This is an optimization exercise on Yosys and OpenROAD, whose aim is small area, a short achievable clock period and few clock cycles per item, not a production implementation.
In this exercise RTL edits were held to simulation tests only and were not proved equivalent to the original.

==> run P <==
==> flow/design.v (excerpt) <==
module wbcomp (
    input  wire        clk,
    input  wire        rst,       
    input  wire        start,
    input  wire [1:0]  op,        
    input  wire [19:0] raw,       
    input  wire [15:0] dig_t1,    
    input  wire [15:0] dig_t2,    
    input  wire [15:0] dig_t3,    
    input  wire [7:0]  dig_h1,    
    input  wire [15:0] dig_h2,    
    input  wire [7:0]  dig_h3,    
    input  wire [11:0] dig_h4,    
    input  wire [11:0] dig_h5,    
    input  wire [7:0]  dig_h6,    
    input  wire [15:0] dig_p1,    
    input  wire [15:0] dig_p2,    
    input  wire [15:0] dig_p3,
    input  wire [15:0] dig_p4,
    input  wire [15:0] dig_p5,
    input  wire [15:0] dig_p6,
    input  wire [15:0] dig_p7,
    input  wire [15:0] dig_p8,
    input  wire [15:0] dig_p9,
    output wire        ready,
    output wire        done,
    output reg  [31:0] result,
    output reg         oor,
    output wire [31:0] fine_out
);
Settings: LEC_CHECK=0, CAP_MARGIN=20, CORE_MARGIN=2, CORE_UTILIZATION=35, PLACE_DENSITY=0.5, SETUP_SLACK_MARGIN=5, SLEW_MARGIN=20; clock period 12.0 ns.
run.sh (not shown) runs the stock make flow with config.mk's settings and CLKGATE_MAP_FILE= SYNTH_SCRIPT=/design/flow/synth_recipe.tcl, a recipe that flattens the netlist after the stock synthesis.
==> inputs of run E, as changes to run P <==
--- a/flow/design.v
+++ b/flow/design.v
@@ -34,26 +34,26 @@
     localparam NJ = 4;                
     localparam DR = 3;                
     localparam BF = 33;               
     localparam BL = 63;               
     localparam CW = 5;
     localparam OP_TEMP = 2'd0, OP_HUM = 2'd1, OP_PRES = 2'd2;
     localparam S_IDLE = 2'd0, S_RUN = 2'd1, S_DIV = 2'd2, S_DONE = 2'd3;
     localparam X_R1 = 0, X_R2 = 1, X_R3 = 2, X_A0 = 3, X_A4 = 4, X_A7 = 5, X_A8 = 6,
-               X_A10 = 7, X_A11 = 8, X_A12 = 9, X_A13 = 10, X_A14 = 11, X_A19 = 12,
-               X_R3S15 = 13, X_R2S13 = 14, X_R2Q = 15, X_A15 = 16, NX = 17;
+               X_A10 = 7, X_A11 = 8, X_A12 = 9, X_A14 = 10, X_A19 = 11,
+               X_R2S13 = 12, X_R2Q = 13, X_A15 = 14, X_R3S15 = 15, NX = 16;
     localparam Z_0 = 0, Z_K14 = 1, Z_R3S = 2, Z_2P26 = 4, Z_ACC = 5,
-               Z_K21 = 6, Z_R3 = 7, Z_A17 = 8, Z_2P35 = 9, Z_A20 = 10, Z_A25 = 11,
-               Z_K4 = 3, NZ = 12;
+               Z_K21 = 6, Z_R3 = 7, Z_A17 = 8, Z_2P35 = 9, Z_A20 = 10, Z_A25 = 11, Z_R2S19 = 12,
+               Z_K4 = 3, NZ = 13;
     localparam Y_NONE = 5'd0, Y_T2 = 5'd1, Y_R2 = 5'd2, Y_T3 = 5'd3, Y_5 = 5'd4,
                Y_H6 = 5'd6, Y_H3 = 5'd7, Y_A10 = 5'd8, Y_H2 = 5'd9,
-               Y_A15 = 5'd10, Y_H1 = 5'd11, Y_M1 = 5'd12, Y_NP6 = 5'd15, Y_3125 = 5'd16,
+               Y_A15 = 5'd10, Y_H1 = 5'd11, Y_M1 = 5'd12, Y_P6 = 5'd15, Y_M3125 = 5'd16,
                Y_P2 = 5'd17, Y_P3 = 5'd18, Y_P1 = 5'd19, Y_P9 = 5'd20, Y_A13 = 5'd21,
-               Y_1 = 5'd22, Y_P8 = 5'd23, Y_NP5 = 5'd24, Y_R2S13 = 5'd25, Y_R2Q = 5'd26, Y_R3S15 = 5'd27;
+               Y_1 = 5'd22, Y_P8 = 5'd23, Y_P5 = 5'd24, Y_R3S15 = 5'd27, Y_R2S13 = 5'd25, Y_R2Q = 5'd26;
     reg [1:0]  state;
     reg [1:0]  cur_op;
     reg [4:0]  step;
     reg [22:0] tf;           
     reg [64:0] acc;          
     reg [W-64:0] topb;       
     reg        chk_last, chk_mid;
     reg        ovf;          
@@ -100,32 +100,34 @@
                 5'd8: begin x = X_A4; z = Z_R3; last = 1'b1; end       
                 5'd9: begin mac = 1'b0; yy = Y_R3S15; end              
                 default: begin x = X_R3S15; yy = Y_H1; end             
             endcase
             default: case (s)
                 5'd0: begin x = X_R1;  yy = Y_P2; end                  
                 5'd1: begin x = X_R1;  z = Z_2P35; yy = Y_P3; end      
                 5'd2: begin x = X_R2;  z = Z_A20;  yy = Y_P1; end      
-                5'd3: begin x = X_A8;  yy = Y_NP5; end                 
-                5'd4: begin x = X_R1;  z = Z_K14;  yy = Y_NP6; end     
-                5'd5: begin x = X_R2;  z = Z_A17;  yy = Y_3125; end    
+                5'd3: begin x = X_A8;  yy = Y_P5; end                  
+                5'd4: begin x = X_R1;  z = Z_K14;  yy = Y_P6; end      
+                5'd5: begin x = X_R2;  z = Z_A17;  yy = Y_M3125; end   
                 5'd6: begin x = X_A0;  yy = Y_P9; end                  
                 5'd7: begin mac = 1'b0; yy = Y_M1; end                 
                 5'd8: begin x = X_R3;  ov = 1'b0; end                  
                 5'd9: begin mac = 1'b0; end                            
                 5'd10: begin x = X_R2; end                             
                 5'd11: begin mac = 1'b0; yy = Y_P9; end                
                 5'd12: begin x = ov_l ? X_R2Q : X_R2S13;               
                              yy = ov_l ? Y_R2Q : Y_R2S13; end
-                5'd13: begin x = X_A0; yy = Y_1; hold = 1'b1; end      
-                5'd14: begin x = X_R2; z = Z_A25; yy = Y_P8; end       
-                5'd15: begin x = X_R2; yy = Y_1; end                   
-                5'd16: begin x = X_A19; z = Z_R3; yy = Y_1; end        
-                default: begin x = X_A8; z = Z_K4; last = 1'b1; end    
+                5'd13: begin x = X_A0; yy = ov_l ? Y_P8 : Y_1; hold = 1'b1; end  
+                5'd14: begin x = X_R2; z = Z_R2S19; yy = Y_1; end      
+                5'd15: begin x = X_A19; z = Z_R3; last = 1'b1; end    
+                5'd19: begin x = X_A8; z = Z_K4; last = 1'b1; end      
+                5'd16: begin x = X_R2; z = Z_A25; yy = Y_P8; end       
+                5'd17: begin x = X_R2; yy = Y_1; end                   
+                default: begin x = X_A19; z = Z_R3; yy = Y_1; end      
             endcase
             endcase
             ucode = {mac, ov, last, hold, x, z, yy};
         end
     endfunction
     function [63:0] asr64(input [63:0] v, input integer s);
         asr64 = {{64{v[63]}}, v} >> s;
     endfunction
@@ -136,78 +138,75 @@
     assign xsrc[X_R3]  = r3;
     assign xsrc[X_A0]  = a64;
     assign xsrc[X_A4]  = asr64(a64, 4);
     assign xsrc[X_A7]  = asr64(a64, 7);
     assign xsrc[X_A8]  = asr64(a64, 8);
     assign xsrc[X_A10] = asr64(a64, 10);
     assign xsrc[X_A11] = asr64(a64, 11);
     assign xsrc[X_A12] = asr64(a64, 12);
-    assign xsrc[X_A13] = asr64(a64, 13);
     assign xsrc[X_A14] = asr64(a64, 14);
     assign xsrc[X_A19] = asr64(a64, 19);
-    assign xsrc[X_R3S15] = asr64(r3, 15);
     assign xsrc[X_R2S13] = asr64(r2, 13);
     assign xsrc[X_R2Q]  = {44'd0, r2[20:1]};
     assign xsrc[X_A15]  = asr64(a64, 15);
+    assign xsrc[X_R3S15] = asr64(r3, 15);
     wire [63:0] kr_x = {{33{kr[30]}}, kr};
     wire [63:0] zsrc [0:NZ-1];
     assign zsrc[Z_0]    = 64'd0;
     assign zsrc[Z_ACC]  = 64'd0;
     assign zsrc[Z_K14]  = kr_x << 14;
     assign zsrc[Z_R3S]  = asr64(r3, 11) << 14;
     assign zsrc[Z_2P26] = 64'd1 << 26;
         assign zsrc[Z_K21]  = (kr_x << 21) | 64'd8192;
     assign zsrc[Z_R3]   = r3;
     assign zsrc[Z_A17]  = a64 << 17;
     assign zsrc[Z_2P35] = 64'd1 << 35;
     assign zsrc[Z_A20]  = a64 << 20;
     assign zsrc[Z_A25]  = asr64(a64, 25);
+    assign zsrc[Z_R2S19] = r2 << 19;
     assign zsrc[Z_K4]   = kr_x << 4;
     reg [63:0] xv;
     reg [W-2:0] zv;
     integer i;
     always @* begin
         xv = 64'd0;
         for (i = 0; i < NX; i = i + 1) xv = xv | (xsrc[i] & {64{c_x[i]}});
         zv = {acc, 16'd0} & {(W-1){c_z[Z_ACC]}};
         for (i = 0; i < NZ; i = i + 1)
             if (i != Z_ACC) zv = zv | ({{(W-65){zsrc[i][63]}}, zsrc[i]} & {(W-1){c_z[i]}});
     end
     reg [8:0] b_one, b_two, b_neg;
     wire      lastdig = (j == 2'd0);
     wire [W-1:0] sum;
     wbmac mac (.X(xv), .ONE(b_one), .TWO(b_two), .NEG(b_neg), .AZ(zv), .SUM(sum));
-    wire [23:0] v1   = {tf[22], tf} - 24'sd128000;
-    wire [23:0] xh   = {tf[22], tf} - 24'sd76800;
+    wire [23:0] v1   = {tf[22], tf} - ((op == OP_HUM) ? 24'd76800 : 24'd128000);
+    wire [23:0] xh   = v1;
     wire [17:0] ta   = {1'b0, raw[19:3]} - {1'b0, dig_t1, 1'b0};
     wire [16:0] td   = {1'b0, raw[19:4]} - {1'b0, dig_t1};
     wire [18:0] hk   = {3'b0, raw[15:0]} - {{1{dig_h4[11]}}, dig_h4, 6'd0} + 19'd1;
-    wire [22:0] pk   = 23'd1048576 - {3'b0, raw} - {{3{dig_p4[15]}}, dig_p4, 4'd0};
+    wire [22:0] pk   = {3'b0, raw} + {{3{dig_p4[15]}}, dig_p4, 4'd0} - 23'd1048576;
     function [YW-1:0] sx16(input [15:0] v);
         sx16 = {{(YW-16){v[15]}}, v};
     endfunction
-    function [YW-1:0] neg16(input [15:0] v);
-        neg16 = -{{(YW-16){v[15]}}, v};
-    endfunction
     reg [YW-1:0] yn;
     always @* begin
         case (c_y)
             Y_T2:   yn = sx16(dig_t2);
             Y_R2:   yn = r2[YW-1:0];
             Y_T3:   yn = sx16(dig_t3);
             Y_H6:   yn = {{(YW-8){dig_h6[7]}}, dig_h6};
             Y_H3:   yn = {{(YW-8){1'b0}}, dig_h3};
             Y_A10:  yn = asr64(a64, 10);
             Y_H2:   yn = sx16(dig_h2);
             Y_H1:   yn = {{(YW-8){1'b0}}, dig_h1};
             Y_M1:   yn = {YW{1'b1}};
-            Y_NP5:  yn = neg16(dig_p5);
-            Y_NP6:  yn = neg16(dig_p6);
-            Y_3125: yn = 3125;
+            Y_P5:   yn = sx16(dig_p5);
+            Y_P6:   yn = sx16(dig_p6);
+            Y_M3125: yn = -3125;
             Y_P2:   yn = sx16(dig_p2);
             Y_P3:   yn = sx16(dig_p3);
             Y_P1:   yn = {{(YW-16){1'b0}}, dig_p1};
             Y_P9:   yn = sx16(dig_p9);
             Y_R2S13: yn = asr64(r2, 13);
             Y_R2Q:  yn = {{(YW-20){1'b0}}, r2[20:1]};
             Y_R3S15: yn = asr64(r3, 15);
             Y_P8:   yn = sx16(dig_p8);
@@ -246,28 +245,28 @@
             rq = dt + ({1'b0, kr} ^ {32{~rq[31]}}) + {31'd0, ~rq[31]};
             qq = {qq[62:0], ~rq[31]};
         end
     end
     wire [25:0] t5 = {{3{tf[22]}}, tf} + {tf[22], tf, 2'b0} + 26'd128;
     wire ovf_pend = (chk_last && !((&topb) || !(|topb))) ||
                     (chk_mid  && !((&topb[W-64:1]) || !(|topb[W-64:1])));
     wire ovf_all  = ovf || ovf_pend;
-    wire w_neg = acc[63];
-    wire w_big = !acc[63] && (|acc[62:29] || (acc[28:0] > 29'd419430400));
+    wire        w_neg = acc[63];
+    wire        w_big = !acc[63] && (|acc[62:29] || (acc[28:0] > 29'd419430400));
     always @* begin
         case (cur_op)
             OP_TEMP: begin result = {{14{t5[25]}}, t5[25:8]}; oor = 1'b0; end
             OP_HUM: begin
                 result = w_neg ? 32'd0 : w_big ? 32'd102400 : {12'd0, acc[31:12]};
                 oor    = ovf_all | w_neg | w_big;
             end
             default: begin
-                result = zres ? 32'd0 : acc[31:0];
-                oor    = zres | ovf_all | acc[63] | (|acc[62:32]);
+                result = zres ? 32'd0 : ovl ? acc[39:8] : acc[31:0];
+                oor    = zres | ovf_all | acc[63] | (ovl ? (|acc[62:40]) : (|acc[62:32]));
             end
         endcase
     end
     wire go      = (state == S_IDLE || state == S_DONE) && start;
     wire stepend = act && (!c_mac || lastdig);
     wire is_pres = (cur_op == OP_PRES);
     wire is_hum  = (cur_op == OP_HUM);
     wire zres_now = (state == S_RUN) && is_pres && step == 5'd4 && fst && den_zero;
@@ -312,17 +311,19 @@
             n_act = 1'b1;
             n_step = ovl ? 5'd14 : qsgn ? 5'd10 : 5'd12;
         end else if (ovl_go) begin
             n_act = 1'b1; n_step = 5'd12;
         end else if (stepend) begin
             if (zres_now || c_last || spec_div || chk_div) n_act = 1'b0;
             else if (state == S_DIV && step == 5'd13) begin
                 n_act = 1'b0; n_step = 5'd14;
-            end else if (hs_redo) n_step = 5'd9;
+            end else if (is_pres && step == 5'd13) n_step = 5'd16;
+            else if (hs_redo) n_step = 5'd9;
+            else if (is_pres && step == 5'd18) n_step = 5'd19;
             else if (is_hum && step == 5'd10) n_step = 5'd7;
             else n_step = step + 1'b1;
         end
     end
     wire [17:0] nu = ucode(n_op, n_step, n_ovl);
     wire [YW-1:0] n_ysrc = n_yload ? n_y : y;
     wire [63:0]   n_yx   = {{(64-YW){n_ysrc[YW-1]}}, n_ysrc};
     wire [K:0]    n_dig  = hs_load ? {sum[31], sum[30:15]} : {n_fst & n_ysrc[YW-1], n_yx[n_j*K +: K]};
@@ -385,18 +386,22 @@
                     end
                     {OP_HUM, 5'd6}: r3 <= a64;
                     {OP_PRES, 5'd1}: r2 <= a64;
                     {OP_PRES, 5'd4}: begin
                         kr   <= den_abs;
                         dsgn <= den_neg;
                     end
                     {OP_PRES, 5'd11}: r2 <= a64;
-                    {OP_PRES, 5'd14}: kr <= {{15{dig_p7[15]}}, dig_p7};
-                    {OP_PRES, 5'd15}: r3 <= a64;
+                    {OP_PRES, 5'd14}: begin
+                        kr <= {{15{dig_p7[15]}}, dig_p7};
+                        r3 <= asr64(a64, 25) + {{36{dig_p7[15]}}, dig_p7, 12'd0};
+                    end
+                    {OP_PRES, 5'd16}: kr <= {{15{dig_p7[15]}}, dig_p7};
+                    {OP_PRES, 5'd17}: r3 <= a64;
                     default: ;
                 endcase
             end
             if (spec_div) begin
                 rem  <= {1'b0, sum[63:33]};
                 r2   <= {sum[32:0], 31'd0};
                 dcnt <= BF / DR;
                 spec <= 1'b1;
==> flow/config.mk (replaced) <==
export PLATFORM = sky130hd
export DESIGN_NAME = wbcomp
export DESIGN_NICKNAME = wbcomp
export VERILOG_FILES = /design/flow/design.v
export SDC_FILE = /design/flow/constraint.sdc
export NUM_CORES = 8
export LEC_CHECK = 0
export CAP_MARGIN = 20
export CELL_PAD_IN_SITES_DETAIL_PLACEMENT = 1
export CELL_PAD_IN_SITES_GLOBAL_PLACEMENT = 1
export CORE_MARGIN = 2
export CORE_UTILIZATION = 35
export PLACE_DENSITY = 0.5
export SETUP_SLACK_MARGIN = 5
export SLEW_MARGIN = 20
export TNS_END_PERCENT = 0
==> key figures <==
STA
  • Final cycle utilization of the critical path: 69.9%
  • Slew @ Worst Pin: 1.29 ns

GRT
  • Largest net degree at the start of global routing: 92

Route
  • Initial detailed-routing violation count: 13600
  • DR WL met3: 63000 µm

Cells and area
  • Area of the multi-input gates: 0.0611 mm²
  • Non-Filler Cell Area, Final: 0.0960 mm²
  • Area grow syn2layout: 28.4%
  • Final-layout fill cell count: 20600

Setup path
  • WP depth: 35
  • R2R Path Start: acc[32]$_DFFE_PP_
  • R2R Path End: rem[18]$_DFFE_PP_
  • R2r worst-path depth: 35

Run status
  • Outcome: timing/DRC/antenna clean

CTS
  • Latest clock arrival within the worst-skew pair: 0.74 ns

Worst hold path
  • Hold Crit Start: y[17]$_DFF_P_
The numbers above come from run P.

==> key figures <==
CTS
  • CTS Sinks: 461
  • Latest clock arrival within the worst-skew pair: 0.76 ns

STA
  • Final cycle utilization of the critical path: 71.2%
  • Worst slew margin: 7.33%

Cells and area
  • Sequential cell area: 0.0124 mm²
  • Area of the multi-input gates: 0.0592 mm²
  • Area grow syn2layout: 21.3%
  • Final-layout fill cell count: 24900
  • Non-Filler Cell Area, Final: 0.0915 mm²

Setup path
  • R2r worst-path depth: 26
  • R2R Path End: r2[63]$_DFFE_PP_
  • WP depth: 26

Route
  • DR WL met3: 66800 µm
  • Drt drc: 0
  • Initial detailed-routing violation count: 13100

Yosys
  • XOR/XNOR share of the synthesized area: 11.3%
  • Compound-Gate Fraction of Synth Area: 28.0%

Run status
  • Outcome: timing/DRC/antenna clean

Die
  • Die area: 0.219 mm²

Worst hold path
  • Hold Crit Start: y[25]$_DFF_P_

GRT
  • Largest net degree at the start of global routing: 116
The numbers above come from run E.

Testbench counts of run P, summed over its fixed seeds: cycles 12,002, items 960.
Testbench counts of run E, summed over its fixed seeds: cycles 11,362, items 960.

==> afterwards: timing with drivers on the ports <==
The results above use ideal ports. As a check the final layouts listed here were re-extracted and re-timed, cells and wires unchanged.
Step 1, drivers: a clkbuf_16 drives clk and a buf_2 each remaining input, both assumed.
Step 2 moves the port delays by t, midway between the first and last clock arrival at a register: inputs arrive t later, outputs are due t later. That takes back most of the time a late clock gives input paths.
Three values: ideal, step 1, step 2; two values: the first two.
run	shift t [ns]	setup WS [ns]	slew at the worst register clock pin (ns)	worst slew at a driven data input, ns	pins driven straight from the clock port
run P	0.794	3.610 / 3.610 / 3.610	0.07 / 0.07	0.11	1
run E	0.823	3.453 / 3.453 / 3.084	0.07 / 0.07	0.08	1
After both steps every run listed still meets setup and hold. The setup slack of run E, which loses most, moves by 0.000 ns with the drivers and by -0.369 ns with both steps.
